Context: an optimization exercise on an open-source flow, tuned for small area. The choices shown serve that exercise and are no tape-out recipe.
Function was checked by simulation only, so behaviour that the tests miss may differ from the original.
Power and IR drop assume default switching activity.

// dsce_pixel
module dsce_pixel (
    input  wire        clk,
    input  wire        rst,
    input  wire        in_valid,
    input  wire [31:0] v0,
    input  wire [31:0] v1,
    input  wire [31:0] v2,
    input  wire [31:0] v3,
    input  wire [3:0]  en,
    input  wire [3:0]  enc,
    input  wire [4:0]  bright,
    input  wire        big,
    output reg         out_valid,
    output wire [31:0] out_word
);
Size in the first run: roughly 33 flip-flops, roughly 180 I/O pins.
export LEC_CHECK = 0
export CAP_MARGIN = 20
export CORE_MARGIN = 2
export CORE_UTILIZATION = 40
export GPL_TIMING_DRIVEN = 0
export SLEW_MARGIN = 20
create_clock -name core_clock -period 12.0 [get_ports {clk}]
standard.sh (not shown) runs the stock make flow with config.mk's settings and CLKGATE_MAP_FILE= SYNTH_SCRIPT=/design/flow/synth_recipe.tcl, a recipe that flattens the netlist after the stock synthesis.
==> flow/flow/run.sh <==
#!/bin/bash
# Layout flow: the standard layout (standard.sh), with these changes made
# through ORFS variables:
#  - synthesis maps with an area-oriented ABC script (flow/abc_area.script)
#    and leaves adders to ABC instead of mapping them to fa/ha cells;
#  - port buffers use the smallest buffer cell;
#  - clock tree synthesis uses small clock buffers and no dummy loads.
# Each step's full output goes to a log file in this folder.
set -euo pipefail
here=$(pwd)
rm -rf "$here/scripts_area"
cp -r "$FLOW_HOME/scripts" "$here/scripts_area"
cp "$here/flow/abc_area.script" "$here/scripts_area/abc_area.script"
bash standard.sh SCRIPTS_DIR="$here/scripts_area" ABC_AREA=1 ADDER_MAP_FILE= synth > "$here/synth.log" 2>&1
bash standard.sh \
    "BUFFER_PORTS_ARGS=-buffer_cell sky130_fd_sc_hd__buf_1" \
    "CTS_ARGS=-sink_clustering_enable -repair_clock_nets -dont_use_dummy_load -buf_list ${CTS_BUF:-sky130_fd_sc_hd__clkbuf_4}" \
    finish > "$here/layout.log" 2>&1
==> flow/flow/abc_area.script <==
strash
drw
drf
dc2
dch -f
amap
topo
The first run ran to the end with no violations.
Change:
--- a/flow/flow/run.sh
+++ b/flow/flow/run.sh
@@ -17 +17 @@
-    "CTS_ARGS=-sink_clustering_enable -repair_clock_nets -dont_use_dummy_load -buf_list ${CTS_BUF:-sky130_fd_sc_hd__clkbuf_4}" \
+    "CTS_ARGS=-sink_clustering_enable -repair_clock_nets -dont_use_dummy_load -buf_list sky130_fd_sc_hd__clkbuf_8" \
==> flow/flow/abc_area.script (replaced) <==
strash
&get -n
&deepsyn -T 300
&dch -f
&nf -R 1000
&put
mfs3 -a -e -H 6 -R 3 -K 8
mfs3 -a -e -H 6 -R 3 -K 8 -r
topo
After rerunning: The changed run produced a clean layout. Utilization rises by 2.2 points. Clock power rises by 29%. Area after synthesis falls by 25%. Non-clock buffer count stays the same. Maximum frequency rises by 19%. Global-route usage rises by 0.99 points. Power falls by 16%. Setup slack is better by 1.7 ns. Routed wire length falls by 22%. Final cell count falls by 27%.
Change:
==> flow/flow/run.sh (replaced) <==
#!/bin/bash
# Layout flow: the standard layout (standard.sh), with these changes made
# through ORFS variables:
#  - synthesis maps the quantizer module once for its four instances
#    (SYNTH_HIERARCHICAL; the netlist is flattened afterwards as usual),
#    with an area-oriented ABC script (flow/abc_area.script: deepsyn logic
#    optimization, area mapping, don't-care resynthesis), and leaves adders
#    to ABC instead of mapping them to fa/ha cells. If ABC fails with that
#    script, synthesis is run again with flow/abc_fallback1.script, then
#    flow/abc_fallback2.script;
#  - port buffers use the smallest buffer cell;
#  - clock tree synthesis uses clkbuf_8 buffers and no dummy loads.
# Each step's full output goes to a log file in this folder.
set -euo pipefail
here=$(pwd)
synth () {
    rm -rf "$here/scripts_area"
    cp -r "$FLOW_HOME/scripts" "$here/scripts_area"
    cp "$1" "$here/scripts_area/abc_area.script"
    bash standard.sh SCRIPTS_DIR="$here/scripts_area" ABC_AREA=1 ADDER_MAP_FILE= \
        SYNTH_HIERARCHICAL=1 synth
}
synth "$here/flow/abc_area.script" > "$here/synth.log" 2>&1 ||
    synth "$here/flow/abc_fallback1.script" > "$here/synth_fallback1.log" 2>&1 ||
    synth "$here/flow/abc_fallback2.script" > "$here/synth_fallback2.log" 2>&1
bash standard.sh \
    "BUFFER_PORTS_ARGS=-buffer_cell sky130_fd_sc_hd__buf_1" \
    "CTS_ARGS=-sink_clustering_enable -repair_clock_nets -dont_use_dummy_load -buf_list sky130_fd_sc_hd__clkbuf_8" \
    finish > "$here/layout.log" 2>&1
==> flow/flow/abc_fallback1.script (new file) <==
strash
&get -n
&deepsyn -T 300
&dch -f
&nf -R 1000
&put
topo
==> flow/flow/abc_fallback2.script (new file) <==
strash
drw
drf
dc2
dch -f
amap
topo
The new run went through all stages and came out clean.
Global-route usage shrinks by 2.1 points.
Power is lower by 3.6%.
Cell count went down by 2.6%.
Cell area is lower by 2.1%.
Worst hold slack is better by 0.013 ns.


== JK ==
dsce_pixel again, from the RTL that the note above started with.
==> flow/design.v (excerpt) <==
module dsce_pixel (
    input  wire        clk,
    input  wire        rst,
    input  wire        in_valid,
    input  wire [31:0] v0,
    input  wire [31:0] v1,
    input  wire [31:0] v2,
    input  wire [31:0] v3,
    input  wire [3:0]  en,
    input  wire [3:0]  enc,
    input  wire [4:0]  bright,
    input  wire        big,
    output reg         out_valid,
    output wire [31:0] out_word
);
clock: 12.0 ns
lec_check: 0
cap_margin: 20
core_margin: 2
core_utilization: 40
gpl_timing_driven: 0
slew_margin: 20
==> flow/flow/run.sh <==
#!/bin/bash
# Layout flow: the standard layout (standard.sh), with these changes made
# through ORFS variables:
#  - synthesis maps with an area-oriented ABC script (flow/abc_area.script)
#    and leaves adders to ABC instead of mapping them to fa/ha cells;
#  - port buffers use the smallest buffer cell;
#  - clock tree synthesis uses small clock buffers and no dummy loads.
# Each step's full output goes to a log file in this folder.
set -euo pipefail
here=$(pwd)
rm -rf "$here/scripts_area"
cp -r "$FLOW_HOME/scripts" "$here/scripts_area"
cp "$here/flow/abc_area.script" "$here/scripts_area/abc_area.script"
bash standard.sh SCRIPTS_DIR="$here/scripts_area" ABC_AREA=1 ADDER_MAP_FILE= synth > "$here/synth.log" 2>&1
bash standard.sh \
    "BUFFER_PORTS_ARGS=-buffer_cell sky130_fd_sc_hd__buf_1" \
    "CTS_ARGS=-sink_clustering_enable -repair_clock_nets -dont_use_dummy_load -sink_buffer_max_cap_derate 0.5 -buf_list sky130_fd_sc_hd__clkbuf_4" \
    finish > "$here/layout.log" 2>&1
==> flow/flow/abc_area.script <==
strash
drw
drf
dc2
dch -f
amap
topo
--- input diff JK..MS ---
--- a/flow/flow/run.sh
+++ b/flow/flow/run.sh
@@ -16,3 +16,3 @@
     "BUFFER_PORTS_ARGS=-buffer_cell sky130_fd_sc_hd__buf_1" \
-    "CTS_ARGS=-sink_clustering_enable -repair_clock_nets -dont_use_dummy_load -sink_buffer_max_cap_derate 0.5 -buf_list sky130_fd_sc_hd__clkbuf_4" \
+    "CTS_ARGS=-sink_clustering_enable -repair_clock_nets -dont_use_dummy_load -sink_clustering_size 40 -buf_list sky130_fd_sc_hd__clkbuf_16" \
     finish > "$here/layout.log" 2>&1
==> comparison <==
MS reached the final stage; the timing, DRC and antenna checks on its layout passed.
In the flow results for JK and MS, the clock network power share is smaller on JK.
Compared with JK, MS shows a lower required time of the critical path.
MS vs. JK: total power after layout +60 uW; fmax moved down; final sequential cell count level; met1 demand-to-capacity share in global routing held.
Worst-case setup margin in the final layout down 0.097 ns in MS wrt JK
### MS -> AL
--- a/flow/flow/run.sh
+++ b/flow/flow/run.sh
@@ -16,3 +16,3 @@
     "BUFFER_PORTS_ARGS=-buffer_cell sky130_fd_sc_hd__buf_1" \
-    "CTS_ARGS=-sink_clustering_enable -repair_clock_nets -dont_use_dummy_load -sink_clustering_size 40 -buf_list sky130_fd_sc_hd__clkbuf_16" \
+    "CTS_ARGS=-sink_clustering_enable -repair_clock_nets -dont_use_dummy_load -sink_clustering_size 8 -buf_list sky130_fd_sc_hd__clkbuf_4" \
     finish > "$here/layout.log" 2>&1
Results
Summary of AL over MS: fmax +about 0.9%; post-layout instance area -1.3%; register fraction of the total cell area ~0 delta; arrival time reported for the critical path endpoint -0.02 ns.
The layout-stage area growth over the synthesis result number comes out higher for MS vs AL.
#### Input delta (TR over AL)
--- a/flow/flow/run.sh
+++ b/flow/flow/run.sh
@@ -16,3 +16,3 @@
     "BUFFER_PORTS_ARGS=-buffer_cell sky130_fd_sc_hd__buf_1" \
-    "CTS_ARGS=-sink_clustering_enable -repair_clock_nets -dont_use_dummy_load -sink_clustering_size 8 -buf_list sky130_fd_sc_hd__clkbuf_4" \
+    "CTS_ARGS=-repair_clock_nets -dont_use_dummy_load -buf_list sky130_fd_sc_hd__clkbuf_8" \
     finish > "$here/layout.log" 2>&1
- As far as global-route met1 utilization is concerned, TR and AL perform about the same.
- Row global routing met3 resource utilization: TR higher / AL lower
- NOTE: post-layout worst setup margin in TR falls short of that of AL
- Diff AL -> TR | wire length reported by the detailed router | increase of 69 um
- Taking AL as the reference, in TR static leakage grew by 0.013 nW; achievable frequency shrank by 0.64%.

what the ideal ports hide:
Ports are ideal in the flow. The routed layouts listed here were re-timed in OpenROAD. Step 1, drivers: a clkbuf_16 drives clk and a buf_2 each remaining input, both assumed. Step 2, shift: input delay + t, output delay - t, t = (earliest + latest rising clock arrival at the registers) / 2. This alone moves slack from input paths to output paths. a / b / c = no drivers / after step 1 / after step 2; a / b = the first two.
run | shift t [ns] | slack for setup (ns) | pins driven straight from the clock port
the first run of note 1 | 0.344 | 1.026 / 1.024 / 0.680 | 1
the second run of note 1 | 0.307 | 2.763 / 2.768 / 2.461 | 1
the third run of note 1 | 0.299 | 3.158 / 3.163 / 2.864 | 1
JK | 0.344 | 1.026 / 1.024 / 0.680 | 1
MS | 0.301 | 0.929 / 0.934 / 0.633 | 1
AL | 0.344 | 1.026 / 1.024 / 0.680 | 1
TR | 0.299 | 0.955 / 0.955 / 0.656 | 1
After both steps setup and hold are still met in every run listed.
